This design comes from an exercise in tuning for small area, a short achievable clock period and few clock cycles on the open sky130 flow, not from production work. RTL that was checked went through simulation tests only; none was proved equivalent to the original. Power figures rest on the tool's default switching activity, not on a simulated workload.

==> flow/design.v <==
module crc16_serial (
    input  wire [15:0] crc,
    input  wire [7:0]  din,
    output wire [15:0] nxt
);
    wire [7:0] x0 = crc[15:8] ^ din;
    wire [7:0] x  = x0 ^ {4'h0, x0[7:4]};
    assign nxt = {crc[7:0], 8'h00} ^ {x[3:0], 12'h000} ^ {3'b000, x, 5'b00000} ^ {8'h00, x};
endmodule
module frame_encoder (
    input  wire       clk,
    input  wire       rst,
    input  wire       in_valid,
    input  wire [7:0] in_data,
    output reg        in_ready,
    output reg        tx_valid,
    output reg  [7:0] tx_data,
    output reg        tx_last,
    input  wire       tx_ready
);
    localparam [7:0] START = 8'h7E;
    localparam [7:0] ESC   = 8'h7D;
    localparam [2:0] E_START = 3'd0,
                     E_OP    = 3'd1,
                     E_LEN   = 3'd2,
                     E_PAY   = 3'd3,
                     E_CRCL  = 3'd4,
                     E_CRCH  = 3'd5;
    reg  [2:0]  state;
    reg  [7:0]  remain;      
    reg         pend;        
    reg         pb;          
    reg  [15:0] crc;
    wire [15:0] crc_nxt;
    reg         sk_valid;
    reg  [7:0]  sk_data;
    reg         sk_last;
    crc16_serial u_crc (.crc(crc), .din(in_data), .nxt(crc_nxt));
    wire body_state = (state == E_OP) || (state == E_LEN) || (state == E_PAY);
    wire room       = !sk_valid;
    wire   take     = in_valid && in_ready;
    wire res_in = (in_data[7:2]  == 6'b011111) && (in_data[1]  ^ in_data[0]);
    wire res_lo = (crc[7:2]      == 6'b011111) && (crc[1]      ^ crc[0]);
    wire res_hi = (crc[15:10]    == 6'b011111) && (crc[9]      ^ crc[8]);
    wire       crcl  = (state == E_CRCL);
    wire       crch  = (state == E_CRCH);
    wire [7:0] src   = pend                ? {6'b011111, !pb, pb} :
                       (state == E_START)  ? START :
                       crcl                ? crc[7:0] :
                       crch                ? crc[15:8] : in_data;
    wire       esc   = !pend && (crcl ? res_lo : crch ? res_hi : (body_state && res_in));
    wire [7:0] g_data  = {src[7:2], src[1] && !esc, src[0] || esc};
    wire       g_valid = pend || crcl || crch || in_valid;
    wire       g_last  = pend ? (state == E_START) : (crch && !res_hi);
    wire make = room && g_valid;
    always @(posedge clk) begin
        if (state == E_START)
            crc <= 16'h0000;
        else if (take)
            crc <= crc_nxt;
    end
    always @(posedge clk) begin
        if (take) begin
            if (state == E_LEN) remain <= in_data;
            else                remain <= remain - 8'd1;
        end
    end
    always @(posedge clk) begin
        if (room && !pend)
            pb <= (state == E_CRCL) ? crc[0] : (state == E_CRCH) ? crc[8] : in_data[0];
    end
    always @(posedge clk) begin
        if (!tx_valid || tx_ready) begin
            tx_data <= sk_valid ? sk_data : g_data;
            tx_last <= sk_valid ? sk_last : g_last;
        end
        if (room) begin
            sk_data <= g_data;
            sk_last <= g_last;
        end
    end
    reg [2:0] state_n;
    reg       pend_n;
    always @(*) begin
        state_n = state;
        pend_n  = pend;
        if (make) begin
            if (pend) begin
                pend_n = 1'b0;
            end else begin
                case (state)
                E_START: state_n = E_OP;
                E_OP, E_LEN, E_PAY: begin
                    pend_n = res_in;
                    if (state == E_OP)
                        state_n = E_LEN;
                    else if (state == E_LEN)
                        state_n = (in_data == 8'd0) ? E_CRCL : E_PAY;
                    else if (remain == 8'd1)
                        state_n = E_CRCL;
                end
                E_CRCL: begin
                    pend_n  = res_lo;
                    state_n = E_CRCH;
                end
                E_CRCH: begin
                    pend_n  = res_hi;
                    state_n = E_START;
                end
                default: state_n = E_START;
                endcase
            end
        end
    end
    wire sk_valid_n = tx_valid && !tx_ready && (sk_valid || make);
    always @(posedge clk) begin
        if (rst) begin
            state    <= E_START;
            pend     <= 1'b0;
            tx_valid <= 1'b0;
            sk_valid <= 1'b0;
            in_ready <= 1'b0;
        end else begin
            state    <= state_n;
            pend     <= pend_n;
            tx_valid <= sk_valid || make || (tx_valid && !tx_ready);
            sk_valid <= sk_valid_n;
            in_ready <= !sk_valid_n && !pend_n &&
                        ((state_n == E_OP) || (state_n == E_LEN) || (state_n == E_PAY));
        end
    end
endmodule
module frame_decoder (
    input  wire       clk,
    input  wire       rst,
    input  wire       rx_valid,
    input  wire [7:0] rx_data,
    input  wire       rx_last,
    output reg        rx_ready,
    output reg        body_valid,
    output reg  [7:0] body_data,
    input  wire       body_ready,
    output reg        res_valid,
    output reg  [2:0] res_cause,
    input  wire       res_ready
);
    localparam [7:0] START = 8'h7E;
    localparam [7:0] ESC   = 8'h7D;
    localparam [2:0] C_OK     = 3'd0,
                     C_MARKER = 3'd1,
                     C_TRUNC  = 3'd2,
                     C_LENGTH = 3'd3,
                     C_CRC    = 3'd4;
    localparam [3:0] D_START = 4'd0,
                     D_OP    = 4'd1,
                     D_LEN   = 4'd2,
                     D_PAY   = 4'd3,
                     D_CRCL  = 4'd4,
                     D_CRCH  = 4'd5,
                     D_DONE  = {1'b1, C_OK},
                     D_EMARK = {1'b1, C_MARKER},
                     D_ELEN  = {1'b1, C_LENGTH},
                     D_ECRC  = {1'b1, C_CRC};
    reg  [3:0]  dph;
    reg         escf;
    reg  [7:0]  remain;      
    reg         lo_ok;       
    reg  [15:0] crc;
    wire [15:0] crc_nxt;
    reg         bs_valid;
    reg  [7:0]  bs_data;
    reg         rs_valid;
    reg  [2:0]  rs_cause;
    crc16_serial u_crc (.crc(crc), .din(rx_data), .nxt(crc_nxt));
    wire   take     = rx_valid && rx_ready;
    wire in_frame   = (dph == D_OP) || (dph == D_LEN) || (dph == D_PAY) ||
                      (dph == D_CRCL) || (dph == D_CRCH);
    wire body_ph    = (dph == D_OP) || (dph == D_LEN) || (dph == D_PAY);
    wire is_esc     = (rx_data == ESC);
    wire is_content = in_frame && (escf || !is_esc);
    wire is_body    = body_ph && (escf || !is_esc);
    wire hi_ok      = (crc[15:8] == rx_data);
    reg [3:0] dph_nxt;
    always @(*) begin
        dph_nxt = dph;
        case (dph)
        D_START: dph_nxt = (rx_data == START) ? D_OP : D_EMARK;
        D_OP:    if (is_content) dph_nxt = D_LEN;
        D_LEN:   if (is_content) dph_nxt = (rx_data == 8'd0) ? D_CRCL : D_PAY;
        D_PAY:   if (is_content && remain == 8'd1) dph_nxt = D_CRCL;
        D_CRCL:  if (is_content) dph_nxt = D_CRCH;
        D_CRCH:  if (is_content) dph_nxt = (lo_ok && hi_ok) ? D_DONE : D_ECRC;
        D_DONE:  dph_nxt = D_ELEN;
        default: ;
        endcase
    end
    wire [2:0] cause_nxt = dph_nxt[3] ? dph_nxt[2:0] : C_TRUNC;
    wire push_b = take && is_body;
    wire push_r = take && rx_last;
    always @(posedge clk) begin
        if (dph == D_START)
            crc <= 16'h0000;
        else if (push_b)
            crc <= crc_nxt;
    end
    always @(posedge clk) begin
        if (take && is_content) begin
            if (dph == D_LEN) remain <= rx_data;
            else              remain <= remain - 8'd1;
            lo_ok <= (crc[7:0] == rx_data);
        end
    end
    wire bs_valid_n = body_valid && !body_ready && (bs_valid || push_b);
    wire rs_valid_n = res_valid && !res_ready && (rs_valid || push_r);
    always @(posedge clk) begin
        if (!body_valid || body_ready) body_data <= bs_valid ? bs_data : rx_data;
        if (!bs_valid)                 bs_data   <= rx_data;
        if (!res_valid || res_ready)   res_cause <= rs_valid ? rs_cause : cause_nxt;
        if (!rs_valid)                 rs_cause  <= cause_nxt;
    end
    always @(posedge clk) begin
        if (rst) begin
            body_valid <= 1'b0;
            bs_valid   <= 1'b0;
            res_valid  <= 1'b0;
            rs_valid   <= 1'b0;
            rx_ready   <= 1'b1;
        end else begin
            body_valid <= bs_valid || push_b || (body_valid && !body_ready);
            bs_valid   <= bs_valid_n;
            res_valid  <= rs_valid || push_r || (res_valid && !res_ready);
            rs_valid   <= rs_valid_n;
            rx_ready   <= !bs_valid_n && !rs_valid_n;
        end
    end
    always @(posedge clk) begin
        if (rst) begin
            dph  <= D_START;
            escf <= 1'b0;
        end else if (take) begin
            escf <= in_frame && !escf && is_esc;
            dph  <= rx_last ? D_START : dph_nxt;
        end
    end
endmodule
module frame_codec (
    input  wire       clk,
    input  wire       rst,
    input  wire       enc_valid,
    input  wire [7:0] enc_data,
    output wire       enc_ready,
    output wire       tx_valid,
    output wire [7:0] tx_data,
    output wire       tx_last,
    input  wire       tx_ready,
    input  wire       rx_valid,
    input  wire [7:0] rx_data,
    input  wire       rx_last,
    output wire       rx_ready,
    output wire       body_valid,
    output wire [7:0] body_data,
    input  wire       body_ready,
    output wire       res_valid,
    output wire [2:0] res_cause,
    input  wire       res_ready
);
    frame_encoder u_enc (
        .clk(clk), .rst(rst),
        .in_valid(enc_valid), .in_data(enc_data), .in_ready(enc_ready),
        .tx_valid(tx_valid), .tx_data(tx_data), .tx_last(tx_last),
        .tx_ready(tx_ready)
    );
    frame_decoder u_dec (
        .clk(clk), .rst(rst),
        .rx_valid(rx_valid), .rx_data(rx_data), .rx_last(rx_last),
        .rx_ready(rx_ready),
        .body_valid(body_valid), .body_data(body_data), .body_ready(body_ready),
        .res_valid(res_valid), .res_cause(res_cause), .res_ready(res_ready)
    );
endmodule
Settings: LEC_CHECK=0, ABC_AREA=1, ABC_CLOCK_PERIOD_IN_PS=2000, CAP_MARGIN=20, CORE_MARGIN=2, CORE_UTILIZATION=40, SETUP_SLACK_MARGIN=2.1, SLEW_MARGIN=20, BUFFER_PORTS_ARGS=-buffer_cell sky130_fd_sc_hd__buf_1, CTS_ARGS=-sink_clustering_enable -repair_clock_nets -buf_list sky130_fd_sc_hd__clkbuf_8 -dont_use_dummy_load; clock period 4.0 ns.
standard.sh (not shown) runs the stock make flow with config.mk's settings and CLKGATE_MAP_FILE= SYNTH_SCRIPT=/design/flow/synth_recipe.tcl, a recipe that flattens the netlist after the stock synthesis.
==> flow/flow/run.sh <==
#!/bin/bash
# Standard ORFS layout with small port buffers and no CTS dummy loads.
set -euo pipefail
cat >> config.mk <<'CFG'
export BUFFER_PORTS_ARGS = -buffer_cell sky130_fd_sc_hd__buf_1
export CTS_ARGS = -sink_clustering_enable -repair_clock_nets -buf_list sky130_fd_sc_hd__clkbuf_8 -dont_use_dummy_load
CFG
bash standard.sh > standard.log 2>&1
Testbench counts at the start, summed over its fixed seeds: cycles 4,443.
Rerun with:
--- a/flow/design.v
+++ b/flow/design.v
@@ -40,20 +40,40 @@
     wire room       = !sk_valid;
     wire   take     = in_valid && in_ready;
     wire res_in = (in_data[7:2]  == 6'b011111) && (in_data[1]  ^ in_data[0]);
     wire res_lo = (crc[7:2]      == 6'b011111) && (crc[1]      ^ crc[0]);
     wire res_hi = (crc[15:10]    == 6'b011111) && (crc[9]      ^ crc[8]);
-    wire       crcl  = (state == E_CRCL);
-    wire       crch  = (state == E_CRCH);
-    wire [7:0] src   = pend                ? {6'b011111, !pb, pb} :
-                       (state == E_START)  ? START :
-                       crcl                ? crc[7:0] :
-                       crch                ? crc[15:8] : in_data;
-    wire       esc   = !pend && (crcl ? res_lo : crch ? res_hi : (body_state && res_in));
-    wire [7:0] g_data  = {src[7:2], src[1] && !esc, src[0] || esc};
-    wire       g_valid = pend || crcl || crch || in_valid;
-    wire       g_last  = pend ? (state == E_START) : (crch && !res_hi);
+    reg       g_valid;
+    reg [7:0] g_data;
+    reg       g_last;
+    always @(*) begin
+        g_valid = 1'b0;
+        g_last  = 1'b0;
+        if (pend) begin
+            g_valid = 1'b1;
+            g_data  = {6'b011111, !pb, pb};
+            g_last  = (state == E_START);    
+        end else case (state)
+            E_START: begin
+                g_valid = in_valid;
+                g_data  = START;
+            end
+            E_CRCL: begin
+                g_valid = 1'b1;
+                g_data  = res_lo ? ESC : crc[7:0];
+            end
+            E_CRCH: begin
+                g_valid = 1'b1;
+                g_data  = res_hi ? ESC : crc[15:8];
+                g_last  = !res_hi;
+            end
+            default: begin
+                g_valid = in_valid;
+                g_data  = res_in ? ESC : in_data;
+            end
+        endcase
+    end
     wire make = room && g_valid;
     always @(posedge clk) begin
         if (state == E_START)
             crc <= 16'h0000;
         else if (take)
Outcome: The new run completed with no timing, DRC or antenna violations; critical path depth stays the same; global-route usage came out higher by 1.2 points; worst setup slack gets better by 0.022 ns; total power came out lower by 1.5%; area after synthesis is about the same; via count came out higher by 1.6%; count of clock-buffer cells in the layout is unchanged; first-iteration DRC count came out lower by 10%; utilization came out higher by 0.34 points; fmax came out higher by 1.2%; synthesized cell count came out lower by 0.46%; hold slack gets better by 0.0038 ns.
Testbench counts after the change, summed over its fixed seeds: cycles 4,443.


Setup of lane 1:
RTL: the design.v shown in full above, as it stands there.
export LEC_CHECK = 0
export ABC_AREA = 1
export ABC_CLOCK_PERIOD_IN_PS = 2000
export CAP_MARGIN = 20
export CORE_MARGIN = 2
export CORE_UTILIZATION = 40
export SETUP_SLACK_MARGIN = 2.2
export SLEW_MARGIN = 20
export BUFFER_PORTS_ARGS = -buffer_cell sky130_fd_sc_hd__buf_1
export CTS_ARGS = -sink_clustering_enable -repair_clock_nets -buf_list sky130_fd_sc_hd__clkbuf_8 -dont_use_dummy_load
create_clock -name core_clock -period 4.0 [get_ports {clk}]
Scripts as last shown in full above: flow/flow/run.sh
Testbench counts of lane 1, summed over its fixed seeds: cycles 4,443.
The inputs of lane 2 differ from those of lane 1 as listed below.
--- a/flow/design.v
+++ b/flow/design.v
@@ -212,6 +212,7 @@
     end
     wire bs_valid_n = body_valid && !body_ready && (bs_valid || push_b);
     wire rs_valid_n = res_valid && !res_ready && (rs_valid || push_r);
+    wire bs_may    = body_valid && !body_ready && (bs_valid || take);
     always @(posedge clk) begin
         if (!body_valid || body_ready) body_data <= bs_valid ? bs_data : rx_data;
         if (!bs_valid)                 bs_data   <= rx_data;
@@ -230,7 +231,7 @@
             bs_valid   <= bs_valid_n;
             res_valid  <= rs_valid || push_r || (res_valid && !res_ready);
             rs_valid   <= rs_valid_n;
-            rx_ready   <= !bs_valid_n && !rs_valid_n;
+            rx_ready   <= !bs_may && !rs_valid_n;
         end
     end
     always @(posedge clk) begin
Findings:
Lane 2 and lane 1 ended up with nearly the same clock skew.
The register area was comparable across lane 2 and lane 1.
In lane 2 relative to lane 1, vias per cell had gone down by a few percent.
The via count in lane 2 was lower than what lane 1 gave.
Lane 2 and lane 1 ended up with roughly the same clock network area share.
Compared with lane 1, lane 2 shows a higher number of nets produced by synthesis.
No functional check of the RTL was part of lane 2.


run M:
// frame_codec: RTL as listed in full above, without the edits since
==> flow/config.mk <==
export PLATFORM = sky130hd
export DESIGN_NAME = frame_codec
export DESIGN_NICKNAME = frame_codec
export VERILOG_FILES = /design/flow/design.v
export SDC_FILE = /design/flow/constraint.sdc
export NUM_CORES = 4
export LEC_CHECK = 0
export ABC_AREA = 1
export ABC_CLOCK_PERIOD_IN_PS = 2000
export CAP_MARGIN = 20
export CORE_MARGIN = 2
export CORE_UTILIZATION = 40
export SETUP_SLACK_MARGIN = 2.35
export SLEW_MARGIN = 20
export TNS_END_PERCENT = 0
export BUFFER_PORTS_ARGS = -buffer_cell sky130_fd_sc_hd__buf_1
export CTS_ARGS = -sink_clustering_enable -repair_clock_nets -buf_list sky130_fd_sc_hd__clkbuf_8 -dont_use_dummy_load
==> flow/constraint.sdc <==
create_clock -name core_clock -period 4.0 [get_ports {clk}]
set_input_delay 0.8000 -clock core_clock [delete_from_list [all_inputs] [get_ports {clk}]]
set_output_delay 0.8000 -clock core_clock [all_outputs]
set_load 0.01 [all_outputs]
==> flow/flow/run.sh <==
#!/bin/bash
# Standard ORFS layout with three changes:
#  - synthesis is the standard flow's own script, except that the ABC mapping step runs
#    flow/deep.abc (deeper AIG optimisation, area mapping) in place of
#    abc_area.script; registers are mapped before ABC and are untouched,
#  - the port buffers are inserted as small buf_1 cells (the resizer still
#    upsizes any that timing needs),
#  - clock tree synthesis with clkbuf_8 and no dummy loads.
# Each tool's log is under orfs/logs; make's output is in standard.log.
set -euo pipefail
cat >> config.mk <<'CFG'
export BUFFER_PORTS_ARGS = -buffer_cell sky130_fd_sc_hd__buf_1
export CTS_ARGS = -sink_clustering_enable -repair_clock_nets -buf_list sky130_fd_sc_hd__clkbuf_8 -dont_use_dummy_load
CFG
export MY_ABC_SCRIPT="$PWD/flow/deep.abc"
{
  cat <<'TCL'
proc abc {args} {
  set i [lsearch -exact $args -script]
  if {$i >= 0} { set args [lreplace $args [expr {$i+1}] [expr {$i+1}] $::env(MY_ABC_SCRIPT)] }
  yosys abc {*}$args
}
TCL
  cat synth_recipe.tcl
} > my_synth.tcl
sed "s|SYNTH_SCRIPT=[^ ]*synth_recipe.tcl|SYNTH_SCRIPT=$PWD/my_synth.tcl|" standard.sh > my_standard.sh
grep -q "SYNTH_SCRIPT=$PWD/my_synth.tcl" my_standard.sh
bash my_standard.sh > standard.log 2>&1
==> flow/flow/deep.abc <==
strash
&get -n
&deepsyn -T 60
&put
dch
map -B 0.9
topo
stime -c
buffer -c
upsize -c
dnsize -c
Testbench counts of run M, summed over its fixed seeds: cycles 4,443.
Input changes introduced in run Y (baseline for comparison: run M):
--- a/flow/design.v
+++ b/flow/design.v
@@ -1,9 +1,10 @@
 module crc16_serial (
     input  wire [15:0] crc,
     input  wire [7:0]  din,
+    input  wire        feed,
     output wire [15:0] nxt
 );
-    wire [7:0] x0 = crc[15:8] ^ din;
+    wire [7:0] x0 = (crc[15:8] ^ din) & {8{feed}};
     wire [7:0] x  = x0 ^ {4'h0, x0[7:4]};
     assign nxt = {crc[7:0], 8'h00} ^ {x[3:0], 12'h000} ^ {3'b000, x, 5'b00000} ^ {8'h00, x};
 endmodule
@@ -35,7 +36,7 @@
     reg         sk_valid;
     reg  [7:0]  sk_data;
     reg         sk_last;
-    crc16_serial u_crc (.crc(crc), .din(in_data), .nxt(crc_nxt));
+    crc16_serial u_crc (.crc(crc), .din(in_data), .feed(body_state && !rst), .nxt(crc_nxt));
     wire body_state = (state == E_OP) || (state == E_LEN) || (state == E_PAY);
     wire room       = !sk_valid;
     wire   take     = in_valid && in_ready;
@@ -54,9 +55,7 @@
     wire       g_last  = pend ? (state == E_START) : (crch && !res_hi);
     wire make = room && g_valid;
     always @(posedge clk) begin
-        if (state == E_START)
-            crc <= 16'h0000;
-        else if (take)
+        if (take || rst || (state == E_START) || (crch && make && !pend))
             crc <= crc_nxt;
     end
     always @(posedge clk) begin
@@ -66,7 +65,7 @@
         end
     end
     always @(posedge clk) begin
-        if (room && !pend)
+        if (!pend)
             pb <= (state == E_CRCL) ? crc[0] : (state == E_CRCH) ? crc[8] : in_data[0];
     end
     always @(posedge clk) begin
@@ -171,7 +170,8 @@
     reg  [7:0]  bs_data;
     reg         rs_valid;
     reg  [2:0]  rs_cause;
-    crc16_serial u_crc (.crc(crc), .din(rx_data), .nxt(crc_nxt));
+    wire crc_feed;
+    crc16_serial u_crc (.crc(crc), .din(rx_data), .feed(crc_feed), .nxt(crc_nxt));
     wire   take     = rx_valid && rx_ready;
     wire in_frame   = (dph == D_OP) || (dph == D_LEN) || (dph == D_PAY) ||
                       (dph == D_CRCL) || (dph == D_CRCH);
@@ -194,13 +194,20 @@
         default: ;
         endcase
     end
-    wire [2:0] cause_nxt = dph_nxt[3] ? dph_nxt[2:0] : C_TRUNC;
+    wire crch_c  = (dph == D_CRCH) && is_content;
+    wire good    = lo_ok && hi_ok;
+    wire mark_n  = (dph == D_START) && (rx_data != START);
+    wire len_n   = (dph == D_DONE) || (dph == D_ELEN);
+    wire [2:0] cause_nxt;
+    assign cause_nxt[2] = (dph == D_ECRC) || (crch_c && !good);
+    assign cause_nxt[1] = len_n || ((dph == D_START) && !mark_n) || (in_frame && !crch_c);
+    assign cause_nxt[0] = len_n || mark_n || (dph == D_EMARK);
     wire push_b = take && is_body;
     wire push_r = take && rx_last;
-    always @(posedge clk) begin
-        if (dph == D_START)
-            crc <= 16'h0000;
-        else if (push_b)
+    wire crc_shift = rst || (take && (rx_last || (dph == D_START)));
+    assign crc_feed = !rst && !rx_last && (dph != D_START);
+    always @(posedge clk) begin
+        if (push_b || crc_shift)
             crc <= crc_nxt;
     end
     always @(posedge clk) begin
@@ -234,13 +241,14 @@
         end
     end
     always @(posedge clk) begin
-        if (rst) begin
-            dph  <= D_START;
-            escf <= 1'b0;
-        end else if (take) begin
+        if (take)
             escf <= in_frame && !escf && is_esc;
-            dph  <= rx_last ? D_START : dph_nxt;
-        end
+    end
+    always @(posedge clk) begin
+        if (rst)
+            dph <= D_START;
+        else if (take)
+            dph <= rx_last ? D_START : dph_nxt;
     end
 endmodule
 module frame_codec (
- Placed cell count for run Y: 66 down relative to run M
- Run Y: fraction of final layout cells sized beyond drive strength 1 0.47 points below run M
- Worst setup slack for register-to-register paths, run M and run Y, higher one = run Y.
- Between run Y and run M, it is run Y whose cell area after synthesis is lower, by about 3.4%.
- Relative to run M, the first-pass GRT wire length measured on run Y has decreased by more than 10%.
Testbench counts of run Y, summed over its fixed seeds: cycles 4,443.

[re-timing with driven ports]
The flow's constraints put no driver on any port. The routed layouts listed below were extracted and timed again, unchanged, in two steps. Step 1 (the two cells are an assumption about what drives the block):
set clk [get_ports {clk}]
set_driving_cell -lib_cell sky130_fd_sc_hd__clkbuf_16 $clk
set_driving_cell -lib_cell sky130_fd_sc_hd__buf_2 [delete_from_list [all_inputs] $clk]
Step 2, shift: input delay + t, output delay - t, t = (earliest + latest rising clock arrival at the registers) / 2. This alone moves slack from input paths to output paths. Three values: no drivers, after step 1, after step 2; two values: the first two.
| run | shift t [ns] | slack for setup (ns) | worst data-port slew with drivers (ns) |
|---|---|---|---|
| the first run of note 1 | 0.408 | 2.132 / 2.145 / 1.736 | 0.03 |
| the second run of note 1 | 0.406 | 2.154 / 2.166 / 1.760 | 0.03 |
| lane 1 | 0.409 | 2.244 / 2.239 / 1.846 | 0.04 |
| lane 2 | 0.408 | 2.217 / 2.229 / 1.821 | 0.04 |
| run M | 0.410 | 2.278 / 2.240 / 1.883 | 0.04 |
| run Y | 0.400 | 2.290 / 2.254 / 1.904 | 0.03 |
After both steps every run listed still meets setup and hold. The setup slack of lane 1, which loses most, moves by -0.005 ns with the drivers and by -0.398 ns with both steps.
